What follows belongs to an exercise in optimizing a design on an open flow for small area, a short achievable clock period and few clock cycles per item; a production flow would make more cautious choices.
The RTL was checked by simulation tests, not by an equivalence proof against the original design.

==> v17: inputs <==
Design aes256_cbc_dec, start of the top module:
module aes256_cbc_dec (
    input  wire         clk,
    input  wire         rst,           
    input  wire         key_valid,
    output wire         key_ready,
    input  wire [255:0] key,
    input  wire [127:0] iv,
    input  wire         in_valid,
    output wire         in_ready,
    input  wire [127:0] in_block,
    input  wire         in_last,
    output wire         out_valid,
    input  wire         out_ready,
    output wire [127:0] out_block,
    output wire         out_last,
    output wire         out_pad_ok,
    output wire [4:0]   out_pad_len
);
    reg        open;       
    reg        kgot;       
    reg        kexp;       
    reg        kvalid;     
    reg [4:0]  kcnt;       
    reg        act;        
    reg [4:0]  cnt;
    reg        d0, d1, d27, d28, d29;   
    reg        dks;        
    reg [3:0]  rnd;        
    reg        has_y;      
    reg        x_last;     
    reg        y_last;     
    reg        pend;       
    reg        pend_last;
    reg        nfirst;     
    reg        s1pt;       
    reg        s1last;     
    reg        s1pad;      
    reg        pad_ok_r;
    reg [4:0]  pad_len_r;
    reg        rdy_x;      
    reg        rdy_yl;     
    reg        rdy_y;      
    reg        in_rdy_r, key_rdy_r, outv;
    reg [127:0] s1;        
    reg [191:0] r2;        
    reg [127:0] ca;        
    reg [127:0] cb;        
    reg [255:0] kf;        
    reg [255:0] kw;        
    wire [31:0] f7   = kf[31:0];
    wire [31:0] frot = kcnt[1] ? f7 : {f7[23:0], f7[31:24]};
    wire [31:0] fsub = ssub;
    wire [7:0]  frcon = kcnt[1] ? 8'h00 : (8'h01 << kcnt[4:2]);
    wire [31:0] ft  = fsub ^ {frcon, 24'h0};
    wire [31:0] fp1 = kf[255:224] ^ kf[223:192];
    wire [31:0] fp2 = fp1 ^ kf[191:160];
    wire [31:0] fp3 = fp2 ^ kf[159:128];
    wire [255:0] kf_next = {kf[127:0], kf[255:224] ^ ft, fp1 ^ ft, fp2 ^ ft, fp3 ^ ft};
    wire [31:0] b3   = kw[159:128];
    wire [31:0] brot = rnd[0] ? {b3[23:0], b3[31:24]} : b3;
    wire [31:0] bsub = ssub;
    wire        sel_f = kexp && !kcnt[0];
    wire [31:0] srot  = sel_f ? frot : brot;
    wire [47:0] sha;
    reg  [47:0] sha_r;
    wire [31:0] ssub;
    genvar gk;
    generate
        for (gk = 0; gk < 4; gk = gk + 1) begin : g_ks
  ...
==> flow/config.mk <==
export PLATFORM = sky130hd
export DESIGN_NAME = aes256_cbc_dec
export DESIGN_NICKNAME = aes256_cbc_dec
export VERILOG_FILES = /design/flow/design.v
export SDC_FILE = /design/flow/constraint.sdc
export NUM_CORES = 8
export LEC_CHECK = 0
export CAP_MARGIN = 20
export CORE_MARGIN = 2
export CORE_UTILIZATION = 55
export SLEW_MARGIN = 20
==> flow/constraint.sdc <==
create_clock -name core_clock -period 12.0 [get_ports {clk}]
set_input_delay 2.4000 -clock core_clock [delete_from_list [all_inputs] [get_ports {clk}]]
set_output_delay 2.4000 -clock core_clock [all_outputs]
set_load 0.01 [all_outputs]
standard.sh (not shown) runs the stock make flow with config.mk's settings and CLKGATE_MAP_FILE= SYNTH_SCRIPT=/design/flow/synth_recipe.tcl, a recipe that flattens the netlist after the stock synthesis.
==> flow/flow/run.sh <==
#!/bin/bash
set -euo pipefail
margin=$(tr -d ' \n' < flow/setup_margin.txt)
portbuf=$(tr -d ' \n' < flow/port_buffer.txt)
extra="SETUP_SLACK_MARGIN=${margin} 'BUFFER_PORTS_ARGS=-buffer_cell ${portbuf}'"
sed "s|CLKGATE_MAP_FILE= |CLKGATE_MAP_FILE= ${extra} |" standard.sh > standard_margin.sh
grep -q "SETUP_SLACK_MARGIN=${margin} " standard_margin.sh
# ORFS writes each step's full log under orfs/logs; make's own output goes here
bash standard_margin.sh > make_orfs.log 2>&1
==> flow/flow/port_buffer.txt <==
sky130_fd_sc_hd__buf_1
==> flow/flow/setup_margin.txt <==
8
==> inputs of v27, as changes to v17 <==
--- a/flow/design.v
+++ b/flow/design.v
@@ -1050,16 +1050,17 @@
     reg        kgot;       
     reg        kexp;       
     reg        kvalid;     
     reg [4:0]  kcnt;       
     reg        act;        
     reg [4:0]  cnt;
     reg        d0, d1, d27, d28, d29;   
     reg        dks;        
+    reg        dmc;        
     reg [3:0]  rnd;        
     reg        has_y;      
     reg        x_last;     
     reg        y_last;     
     reg        pend;       
     reg        pend_last;
     reg        nfirst;     
     reg        s1pt;       
@@ -1073,29 +1074,28 @@
     reg        in_rdy_r, key_rdy_r, outv;
     reg [127:0] s1;        
     reg [191:0] r2;        
     reg [127:0] ca;        
     reg [127:0] cb;        
     reg [255:0] kf;        
     reg [255:0] kw;        
     wire [31:0] f7   = kf[31:0];
-    wire [31:0] frot = kcnt[1] ? f7 : {f7[23:0], f7[31:24]};
     wire [31:0] fsub = ssub;
     wire [7:0]  frcon = kcnt[1] ? 8'h00 : (8'h01 << kcnt[4:2]);
     wire [31:0] ft  = fsub ^ {frcon, 24'h0};
     wire [31:0] fp1 = kf[255:224] ^ kf[223:192];
     wire [31:0] fp2 = fp1 ^ kf[191:160];
     wire [31:0] fp3 = fp2 ^ kf[159:128];
     wire [255:0] kf_next = {kf[127:0], kf[255:224] ^ ft, fp1 ^ ft, fp2 ^ ft, fp3 ^ ft};
     wire [31:0] b3   = kw[159:128];
-    wire [31:0] brot = rnd[0] ? {b3[23:0], b3[31:24]} : b3;
     wire [31:0] bsub = ssub;
-    wire        sel_f = kexp && !kcnt[0];
-    wire [31:0] srot  = sel_f ? frot : brot;
+    reg         s_f, s_fr, s_b, s_br;
+    wire [31:0] srot  = ({32{s_f}}  & f7) | ({32{s_fr}} & {f7[23:0], f7[31:24]}) |
+                        ({32{s_b}}  & b3) | ({32{s_br}} & {b3[23:0], b3[31:24]});
     wire [47:0] sha;
     reg  [47:0] sha_r;
     wire [31:0] ssub;
     genvar gk;
     generate
         for (gk = 0; gk < 4; gk = gk + 1) begin : g_ks
             aes_sbox_a u_a (.a(srot[8*gk +: 8]),   .y(sha[12*gk +: 12]));
             aes_sbox_b u_b (.a(sha_r[12*gk +: 12]), .y(ssub[8*gk +: 8]));
@@ -1228,16 +1228,21 @@
     always @(posedge clk) begin
         open <= open_n;   kgot <= kgot_n;   kexp <= kexp_n;   kvalid <= kvalid_n;
         kcnt <= kcnt_n;   act <= act_n;     cnt <= cnt_n;     rnd <= rnd_n;
         has_y <= has_y_n; x_last <= x_last_n; y_last <= y_last_n;
         pend <= pend_n;   pend_last <= pend_last_n; nfirst <= nfirst_n;
         s1pt <= s1pt_n;   s1last <= s1last_n; s1pad <= s1pad_n;
         d0 <= d0_n; d1 <= d1_n; d27 <= d27_n; d28 <= d28_n; d29 <= d29_n;
         dks <= act_n && !cnt_n[0] && (cnt_n >= 5'd2) && (cnt_n <= 5'd26);
+        dmc <= act_n && (cnt_n >= 5'd1) && (cnt_n <= 5'd26);
+        s_f  <=  kexp_n && !kcnt_n[0] &&  kcnt_n[1];
+        s_fr <=  kexp_n && !kcnt_n[0] && !kcnt_n[1];
+        s_b  <= !(kexp_n && !kcnt_n[0]) && !rnd_n[0];
+        s_br <= !(kexp_n && !kcnt_n[0]) &&  rnd_n[0];
         rdy_x <= rdy_x_n; rdy_yl <= rdy_yl_n; rdy_y <= rdy_y_n;
         in_rdy_r  <= rdy_x_n || rdy_yl_n || rdy_y_n;
         key_rdy_r <= kgot_n && !pend_n &&
                      (!act_n || d29_n || ((d27_n || d28_n) && !has_y_n));
         outv      <= s1pt_n && (!s1last_n || s1pad_n);
     end
     wire [7:0] pad = s1[7:0];
     reg        pad_ok;
@@ -1254,17 +1259,17 @@
         else if (kexp && kcnt[0])
             kf <= kf_next;
         sha_r <= sha;
         if (slot)
             kw <= kf;
         else if (dks)
             kw <= kw_next;
         if (s1_free)
-            s1 <= (slot || d0) ? s1_in : ((d27 || d28) ? pt_c : mc);
+            s1 <= dmc ? mc : ((slot || d0) ? s1_in : pt_c);
         if (!hold_y)
             r2 <= inv_a;
         if (key_rdy_r)
             ca <= iv;
         else if (d27 || (d28 && s1_free))
             ca <= cb;
         if (rdy_x || rdy_y)
             cb <= in_block;
- CORE_UTILIZATION: 55 -> 50
- CTS_CLUSTER_DIAMETER: not set -> 100
- CTS_CLUSTER_SIZE: not set -> 20
==> inputs of v12, as changes to v17 <==
--- a/flow/design.v
+++ b/flow/design.v
@@ -1050,16 +1050,17 @@
     reg        kgot;       
     reg        kexp;       
     reg        kvalid;     
     reg [4:0]  kcnt;       
     reg        act;        
     reg [4:0]  cnt;
     reg        d0, d1, d27, d28, d29;   
     reg        dks;        
+    reg        dmc;        
     reg [3:0]  rnd;        
     reg        has_y;      
     reg        x_last;     
     reg        y_last;     
     reg        pend;       
     reg        pend_last;
     reg        nfirst;     
     reg        s1pt;       
@@ -1073,29 +1074,28 @@
     reg        in_rdy_r, key_rdy_r, outv;
     reg [127:0] s1;        
     reg [191:0] r2;        
     reg [127:0] ca;        
     reg [127:0] cb;        
     reg [255:0] kf;        
     reg [255:0] kw;        
     wire [31:0] f7   = kf[31:0];
-    wire [31:0] frot = kcnt[1] ? f7 : {f7[23:0], f7[31:24]};
     wire [31:0] fsub = ssub;
     wire [7:0]  frcon = kcnt[1] ? 8'h00 : (8'h01 << kcnt[4:2]);
     wire [31:0] ft  = fsub ^ {frcon, 24'h0};
     wire [31:0] fp1 = kf[255:224] ^ kf[223:192];
     wire [31:0] fp2 = fp1 ^ kf[191:160];
     wire [31:0] fp3 = fp2 ^ kf[159:128];
     wire [255:0] kf_next = {kf[127:0], kf[255:224] ^ ft, fp1 ^ ft, fp2 ^ ft, fp3 ^ ft};
     wire [31:0] b3   = kw[159:128];
-    wire [31:0] brot = rnd[0] ? {b3[23:0], b3[31:24]} : b3;
     wire [31:0] bsub = ssub;
-    wire        sel_f = kexp && !kcnt[0];
-    wire [31:0] srot  = sel_f ? frot : brot;
+    reg         s_f, s_fr, s_b, s_br;
+    wire [31:0] srot  = ({32{s_f}}  & f7) | ({32{s_fr}} & {f7[23:0], f7[31:24]}) |
+                        ({32{s_b}}  & b3) | ({32{s_br}} & {b3[23:0], b3[31:24]});
     wire [47:0] sha;
     reg  [47:0] sha_r;
     wire [31:0] ssub;
     genvar gk;
     generate
         for (gk = 0; gk < 4; gk = gk + 1) begin : g_ks
             aes_sbox_a u_a (.a(srot[8*gk +: 8]),   .y(sha[12*gk +: 12]));
             aes_sbox_b u_b (.a(sha_r[12*gk +: 12]), .y(ssub[8*gk +: 8]));
@@ -1228,16 +1228,21 @@
     always @(posedge clk) begin
         open <= open_n;   kgot <= kgot_n;   kexp <= kexp_n;   kvalid <= kvalid_n;
         kcnt <= kcnt_n;   act <= act_n;     cnt <= cnt_n;     rnd <= rnd_n;
         has_y <= has_y_n; x_last <= x_last_n; y_last <= y_last_n;
         pend <= pend_n;   pend_last <= pend_last_n; nfirst <= nfirst_n;
         s1pt <= s1pt_n;   s1last <= s1last_n; s1pad <= s1pad_n;
         d0 <= d0_n; d1 <= d1_n; d27 <= d27_n; d28 <= d28_n; d29 <= d29_n;
         dks <= act_n && !cnt_n[0] && (cnt_n >= 5'd2) && (cnt_n <= 5'd26);
+        dmc <= act_n && (cnt_n >= 5'd1) && (cnt_n <= 5'd26);
+        s_f  <=  kexp_n && !kcnt_n[0] &&  kcnt_n[1];
+        s_fr <=  kexp_n && !kcnt_n[0] && !kcnt_n[1];
+        s_b  <= !(kexp_n && !kcnt_n[0]) && !rnd_n[0];
+        s_br <= !(kexp_n && !kcnt_n[0]) &&  rnd_n[0];
         rdy_x <= rdy_x_n; rdy_yl <= rdy_yl_n; rdy_y <= rdy_y_n;
         in_rdy_r  <= rdy_x_n || rdy_yl_n || rdy_y_n;
         key_rdy_r <= kgot_n && !pend_n &&
                      (!act_n || d29_n || ((d27_n || d28_n) && !has_y_n));
         outv      <= s1pt_n && (!s1last_n || s1pad_n);
     end
     wire [7:0] pad = s1[7:0];
     reg        pad_ok;
@@ -1254,17 +1259,17 @@
         else if (kexp && kcnt[0])
             kf <= kf_next;
         sha_r <= sha;
         if (slot)
             kw <= kf;
         else if (dks)
             kw <= kw_next;
         if (s1_free)
-            s1 <= (slot || d0) ? s1_in : ((d27 || d28) ? pt_c : mc);
+            s1 <= dmc ? mc : ((slot || d0) ? s1_in : pt_c);
         if (!hold_y)
             r2 <= inv_a;
         if (key_rdy_r)
             ca <= iv;
         else if (d27 || (d28 && s1_free))
             ca <= cb;
         if (rdy_x || rdy_y)
             cb <= in_block;
- CORE_UTILIZATION: 55 -> 65
- CTS_CLUSTER_DIAMETER: not set -> 100
- CTS_CLUSTER_SIZE: not set -> 20
==> inputs of v18, as changes to v17 <==
--- a/flow/design.v
+++ b/flow/design.v
@@ -309,100 +309,100 @@
     wire n116 = n15 ^ n115;
     wire n117 = n116 & n90;
     wire n118 = n109 ^ n117;
     wire n119 = n102 & n67;
     wire n120 = n69 & n96;
     wire n121 = n119 ^ n120;
     wire n122 = n74 & n90;
     wire n123 = n119 ^ n122;
-    wire n124 = n1 ^ a[1];
-    wire n125 = n15 ^ a[7];
-    wire n126 = n6 ^ a[5];
-    wire n127 = n7 ^ a[5];
-    assign y[0] = n124;
-    assign y[1] = n125;
-    assign y[2] = n126;
-    assign y[3] = n127;
+    assign y[0] = n1;
+    assign y[1] = n3;
+    assign y[2] = n5;
+    assign y[3] = n8;
     assign y[4] = a[1];
     assign y[5] = n11;
     assign y[6] = n15;
     assign y[7] = n16;
     assign y[8] = n111;
     assign y[9] = n118;
     assign y[10] = n121;
     assign y[11] = n123;
 endmodule
 module aes_sbox_b (
     input  wire [11:0] a,
     output wire [7:0] y
 );
-    wire n1 = a[0] & a[8];
-    wire n2 = a[1] & a[9];
-    wire n3 = n1 ^ n2;
-    wire n4 = a[0] ^ a[1];
-    wire n5 = a[8] ^ a[9];
-    wire n6 = n4 & n5;
-    wire n7 = n1 ^ n6;
-    wire n8 = a[0] ^ a[2];
-    wire n9 = a[1] ^ a[3];
-    wire n10 = a[8] ^ a[10];
-    wire n11 = a[9] ^ a[11];
-    wire n12 = n10 & n8;
-    wire n13 = n11 & n9;
-    wire n14 = n12 ^ n13;
-    wire n15 = a[2] ^ a[3];
-    wire n16 = n4 ^ n15;
-    wire n17 = a[10] ^ a[11];
-    wire n18 = n5 ^ n17;
-    wire n19 = n16 & n18;
-    wire n20 = n12 ^ n19;
-    wire n21 = n3 ^ n14;
-    wire n22 = n7 ^ n20;
-    wire n23 = a[10] & a[2];
-    wire n24 = a[11] & a[3];
-    wire n25 = n23 ^ n24;
-    wire n26 = n15 & n17;
-    wire n27 = n23 ^ n26;
-    wire n28 = n24 ^ n26;
-    wire n29 = n3 ^ n28;
-    wire n30 = n7 ^ n25;
-    wire n31 = a[4] & a[8];
-    wire n32 = a[5] & a[9];
-    wire n33 = n31 ^ n32;
-    wire n34 = a[4] ^ a[5];
-    wire n35 = n34 & n5;
-    wire n36 = n31 ^ n35;
-    wire n37 = a[4] ^ a[6];
-    wire n38 = a[5] ^ a[7];
-    wire n39 = n10 & n37;
-    wire n40 = n11 & n38;
-    wire n41 = n39 ^ n40;
-    wire n42 = a[6] ^ a[7];
-    wire n43 = n34 ^ n42;
-    wire n44 = n18 & n43;
-    wire n45 = n39 ^ n44;
-    wire n46 = n33 ^ n41;
-    wire n47 = n36 ^ n45;
-    wire n48 = a[10] & a[6];
-    wire n49 = a[11] & a[7];
-    wire n50 = n48 ^ n49;
-    wire n51 = n17 & n42;
-    wire n52 = n48 ^ n51;
-    wire n53 = n49 ^ n51;
-    wire n54 = n33 ^ n53;
-    wire n55 = n36 ^ n50;
-    assign y[0] = ~(n29 ^ n21 ^ n22 ^ n46);
-    assign y[1] = ~(n29 ^ n30 ^ n47);
-    assign y[2] = n29 ^ n30 ^ n21 ^ n54 ^ n46 ^ n47;
-    assign y[3] = n29 ^ n21 ^ n22;
-    assign y[4] = n29 ^ n54 ^ n55 ^ n47;
-    assign y[5] = ~(n21 ^ n22 ^ n47);
-    assign y[6] = ~(n54 ^ n46);
-    assign y[7] = n21 ^ n47;
+    wire n1 = a[0] ^ a[4];
+    wire n2 = a[1] ^ a[5];
+    wire n3 = a[2] ^ a[6];
+    wire n4 = a[3] ^ a[7];
+    wire n5 = a[8] & n1;
+    wire n6 = a[9] & n2;
+    wire n7 = n5 ^ n6;
+    wire n8 = n1 ^ n2;
+    wire n9 = a[8] ^ a[9];
+    wire n10 = n8 & n9;
+    wire n11 = n5 ^ n10;
+    wire n12 = n1 ^ n3;
+    wire n13 = n2 ^ n4;
+    wire n14 = a[8] ^ a[10];
+    wire n15 = a[9] ^ a[11];
+    wire n16 = n12 & n14;
+    wire n17 = n13 & n15;
+    wire n18 = n16 ^ n17;
+    wire n19 = n3 ^ n4;
+    wire n20 = n8 ^ n19;
+    wire n21 = a[10] ^ a[11];
+    wire n22 = n9 ^ n21;
+    wire n23 = n20 & n22;
+    wire n24 = n16 ^ n23;
+    wire n25 = n7 ^ n18;
+    wire n26 = n11 ^ n24;
+    wire n27 = a[10] & n3;
+    wire n28 = a[11] & n4;
+    wire n29 = n27 ^ n28;
+    wire n30 = n19 & n21;
+    wire n31 = n27 ^ n30;
+    wire n32 = n28 ^ n30;
+    wire n33 = n7 ^ n32;
+    wire n34 = n11 ^ n29;
+    wire n35 = a[4] & a[8];
+    wire n36 = a[5] & a[9];
+    wire n37 = n35 ^ n36;
+    wire n38 = a[4] ^ a[5];
+    wire n39 = n38 & n9;
+    wire n40 = n35 ^ n39;
+    wire n41 = a[4] ^ a[6];
+    wire n42 = a[5] ^ a[7];
+    wire n43 = n14 & n41;
+    wire n44 = n15 & n42;
+    wire n45 = n43 ^ n44;
+    wire n46 = a[6] ^ a[7];
+    wire n47 = n38 ^ n46;
+    wire n48 = n22 & n47;
+    wire n49 = n43 ^ n48;
+    wire n50 = n37 ^ n45;
+    wire n51 = n40 ^ n49;
+    wire n52 = a[10] & a[6];
+    wire n53 = a[11] & a[7];
+    wire n54 = n52 ^ n53;
+    wire n55 = n21 & n46;
+    wire n56 = n52 ^ n55;
+    wire n57 = n53 ^ n55;
+    wire n58 = n37 ^ n57;
+    wire n59 = n40 ^ n54;
+    assign y[0] = ~(n33 ^ n25 ^ n26 ^ n50);
+    assign y[1] = ~(n33 ^ n34 ^ n51);
+    assign y[2] = n33 ^ n34 ^ n25 ^ n58 ^ n50 ^ n51;
+    assign y[3] = n33 ^ n25 ^ n26;
+    assign y[4] = n33 ^ n58 ^ n59 ^ n51;
+    assign y[5] = ~(n25 ^ n26 ^ n51);
+    assign y[6] = ~(n58 ^ n50);
+    assign y[7] = n25 ^ n51;
 endmodule
 module inv_in_map (
     input  wire [7:0] a,
     output wire [7:0] y
 );
     assign y[0] = ~(a[1] ^ a[2] ^ a[3] ^ a[7]);
     assign y[1] = a[2] ^ a[4];
     assign y[2] = ~(a[0] ^ a[1] ^ a[2] ^ a[3] ^ a[6]);
@@ -737,100 +737,100 @@
     wire n91 = n25 ^ n90;
     wire n92 = n62 & n91;
     wire n93 = n84 ^ n92;
     wire n94 = n40 & n74;
     wire n95 = n41 & n67;
     wire n96 = n94 ^ n95;
     wire n97 = n46 & n62;
     wire n98 = n94 ^ n97;
-    wire n99 = a[0] ^ a[4];
-    wire n100 = a[1] ^ a[5];
-    wire n101 = a[2] ^ a[6];
-    wire n102 = a[3] ^ a[7];
-    assign y[0] = n99;
-    assign y[1] = n100;
-    assign y[2] = n101;
-    assign y[3] = n102;
+    assign y[0] = a[0];
+    assign y[1] = a[1];
+    assign y[2] = a[2];
+    assign y[3] = a[3];
     assign y[4] = a[4];
     assign y[5] = a[5];
     assign y[6] = a[6];
     assign y[7] = a[7];
     assign y[8] = n86;
     assign y[9] = n93;
     assign y[10] = n96;
     assign y[11] = n98;
 endmodule
 module inv_core_b (
     input  wire [11:0] a,
     output wire [7:0] y
 );
-    wire n1 = a[0] & a[8];
-    wire n2 = a[1] & a[9];
-    wire n3 = n1 ^ n2;
-    wire n4 = a[0] ^ a[1];
-    wire n5 = a[8] ^ a[9];
-    wire n6 = n4 & n5;
-    wire n7 = n1 ^ n6;
-    wire n8 = a[0] ^ a[2];
-    wire n9 = a[1] ^ a[3];
-    wire n10 = a[8] ^ a[10];
-    wire n11 = a[9] ^ a[11];
-    wire n12 = n10 & n8;
-    wire n13 = n11 & n9;
-    wire n14 = n12 ^ n13;
-    wire n15 = a[2] ^ a[3];
-    wire n16 = n4 ^ n15;
-    wire n17 = a[10] ^ a[11];
-    wire n18 = n5 ^ n17;
-    wire n19 = n16 & n18;
-    wire n20 = n12 ^ n19;
-    wire n21 = n3 ^ n14;
-    wire n22 = n7 ^ n20;
-    wire n23 = a[10] & a[2];
-    wire n24 = a[11] & a[3];
-    wire n25 = n23 ^ n24;
-    wire n26 = n15 & n17;
-    wire n27 = n23 ^ n26;
-    wire n28 = n24 ^ n26;
-    wire n29 = n3 ^ n27;
-    wire n30 = n7 ^ n28;
-    wire n31 = a[4] & a[8];
-    wire n32 = a[5] & a[9];
-    wire n33 = n31 ^ n32;
-    wire n34 = a[4] ^ a[5];
-    wire n35 = n34 & n5;
-    wire n36 = n31 ^ n35;
-    wire n37 = a[4] ^ a[6];
-    wire n38 = a[5] ^ a[7];
-    wire n39 = n10 & n37;
-    wire n40 = n11 & n38;
-    wire n41 = n39 ^ n40;
-    wire n42 = a[6] ^ a[7];
-    wire n43 = n34 ^ n42;
-    wire n44 = n18 & n43;
-    wire n45 = n39 ^ n44;
-    wire n46 = n33 ^ n41;
-    wire n47 = n36 ^ n45;
-    wire n48 = a[10] & a[6];
-    wire n49 = a[11] & a[7];
-    wire n50 = n48 ^ n49;
-    wire n51 = n17 & n42;
-    wire n52 = n48 ^ n51;
-    wire n53 = n49 ^ n51;
-    wire n54 = n33 ^ n52;
-    wire n55 = n36 ^ n53;
-    assign y[0] = n29;
-    assign y[1] = n30;
-    assign y[2] = n21;
-    assign y[3] = n22;
-    assign y[4] = n54;
-    assign y[5] = n55;
-    assign y[6] = n46;
-    assign y[7] = n47;
+    wire n1 = a[0] ^ a[4];
+    wire n2 = a[1] ^ a[5];
+    wire n3 = a[2] ^ a[6];
+    wire n4 = a[3] ^ a[7];
+    wire n5 = a[8] & n1;
+    wire n6 = a[9] & n2;
+    wire n7 = n5 ^ n6;
+    wire n8 = n1 ^ n2;
+    wire n9 = a[8] ^ a[9];
+    wire n10 = n8 & n9;
+    wire n11 = n5 ^ n10;
+    wire n12 = n1 ^ n3;
+    wire n13 = n2 ^ n4;
+    wire n14 = a[8] ^ a[10];
+    wire n15 = a[9] ^ a[11];
+    wire n16 = n12 & n14;
+    wire n17 = n13 & n15;
+    wire n18 = n16 ^ n17;
+    wire n19 = n3 ^ n4;
+    wire n20 = n8 ^ n19;
+    wire n21 = a[10] ^ a[11];
+    wire n22 = n9 ^ n21;
+    wire n23 = n20 & n22;
+    wire n24 = n16 ^ n23;
+    wire n25 = n7 ^ n18;
+    wire n26 = n11 ^ n24;
+    wire n27 = a[10] & n3;
+    wire n28 = a[11] & n4;
+    wire n29 = n27 ^ n28;
+    wire n30 = n19 & n21;
+    wire n31 = n27 ^ n30;
+    wire n32 = n28 ^ n30;
+    wire n33 = n7 ^ n31;
+    wire n34 = n11 ^ n32;
+    wire n35 = a[4] & a[8];
+    wire n36 = a[5] & a[9];
+    wire n37 = n35 ^ n36;
+    wire n38 = a[4] ^ a[5];
+    wire n39 = n38 & n9;
+    wire n40 = n35 ^ n39;
+    wire n41 = a[4] ^ a[6];
+    wire n42 = a[5] ^ a[7];
+    wire n43 = n14 & n41;
+    wire n44 = n15 & n42;
+    wire n45 = n43 ^ n44;
+    wire n46 = a[6] ^ a[7];
+    wire n47 = n38 ^ n46;
+    wire n48 = n22 & n47;
+    wire n49 = n43 ^ n48;
+    wire n50 = n37 ^ n45;
+    wire n51 = n40 ^ n49;
+    wire n52 = a[10] & a[6];
+    wire n53 = a[11] & a[7];
+    wire n54 = n52 ^ n53;
+    wire n55 = n21 & n46;
+    wire n56 = n52 ^ n55;
+    wire n57 = n53 ^ n55;
+    wire n58 = n37 ^ n56;
+    wire n59 = n40 ^ n57;
+    assign y[0] = n33;
+    assign y[1] = n34;
+    assign y[2] = n25;
+    assign y[3] = n26;
+    assign y[4] = n58;
+    assign y[5] = n59;
+    assign y[6] = n50;
+    assign y[7] = n51;
 endmodule
 module aes_inv_sbox (
     input  wire [7:0] a,
     output wire [7:0] y
 );
     wire n1 = a[1] ^ a[2];
     wire n2 = n1 ^ a[3];
     wire n3 = n2 ^ a[7];
==> qor summary <==
| metric | v12 | v17 | v18 | v27 |
|---|---|---|---|---|
| Destination of the critical timing path | s1[42] | out_block[7] | out_block[3] | s1[78] |
| Slew at the pin closest to its max-slew limit | 1.18 ns | 1.12 ns | 1.15 ns | 1.15 ns |
| Synthesized-area fraction occupied by xor and xnor cells | 0.374 | 0.377 | 0.374 | 0.374 |
| Critical register-to-register path endpoint | s1[42] | s1[59] | s1[121] | s1[78] |
| Routed WL per cell | 29.8 um | 31.1 um | 31.0 um | 30.7 um |
| Proportion of final cell area spent on non-clock buffers | 0.0511 | 0.0701 | 0.0761 | 0.0603 |
| Post-synth EDFFs | 1,096 | 1,099 | 1,099 | 1,096 |
| Stage delay of the slowest cell on the critical path | 0.61 ns | 0.55 ns | 0.38 ns | 0.65 ns |
| Via total after detailed routing | 80,100 | 81,100 | 84,500 | 78,300 |
| Fin nets | 11,200 | 11,600 | 11,800 | 11,400 |
| WP data arrival | 4.62 ns | 1.73 ns | 1.75 ns | 4.59 ns |
| Result of the run | finished clean | finished clean | finished clean | finished clean |
| Clk_skew | 0.0624 ns | 0.0685 ns | 0.0823 ns | 0.0820 ns |
| Met3 demand-to-capacity share in global routing | 0.152 | 0.100 | 0.101 | 0.0532 |
| Syn Area/Cell | 9.78 um^2 | 9.90 um^2 | 9.69 um^2 | 9.78 um^2 |
| Met2 routed wirelength | 155,000 um | 178,000 um | 180,000 um | 184,000 um |
| Flops & latches, synth | 1,186 | 1,181 | 1,181 | 1,186 |
| Number of multi-input logic gates | 8,319 | 8,364 | 8,638 | 8,319 |
| Mux share of post-synthesis cell area | 0.0526 | 0.0769 | 0.0665 | 0.0526 |
Testbench counts of v17, summed over its fixed seeds: cycles 32,558, blocks 2,062.
Testbench counts of v27, summed over its fixed seeds: cycles 32,558, blocks 2,062.
Testbench counts of v12, summed over its fixed seeds: cycles 32,558, blocks 2,062.
Testbench counts of v18, summed over its fixed seeds: cycles 32,558, blocks 2,062.

==> port drivers added, routing unchanged <==
No port has a modelled driver above. Below, the same layouts with a new extraction and two added sets of constraints. Step 1, drivers: a clkbuf_16 drives clk and a buf_2 each remaining input, both assumed. Step 2 adds t to the input delays and takes it off the output delays; t is the mean of the earliest and latest rising clock arrival at the registers after step 1. Input paths then give back, and output paths get back, about the clock's delay inside the block. Three values: ideal ports, drivers, drivers and shift; two values: the first two.
| run | t, ns | setup WS [ns] | hold slack, ns | worst setup path at the end | pins driven straight from the clock port |
|---|---|---|---|---|---|
| v17 | 0.930 | 7.871 / 7.776 / 7.042 | 0.505 / 0.505 / 0.505 | input to register | 1 |
| v27 | 0.863 | 7.884 / 7.867 / 7.219 | 0.483 / 0.483 / 0.483 | input to register | 1 |
| v12 | 0.858 | 7.895 / 7.888 / 7.196 | 0.483 / 0.483 / 0.483 | input to register | 1 |
| v18 | 0.925 | 7.848 / 7.750 / 7.185 | 0.488 / 0.488 / 0.488 | input to register | 1 |
After both steps setup and hold are still met in every run listed. For v17, which loses most, drivers alone change the setup slack by -0.095 ns; drivers and shift together by -0.829 ns.
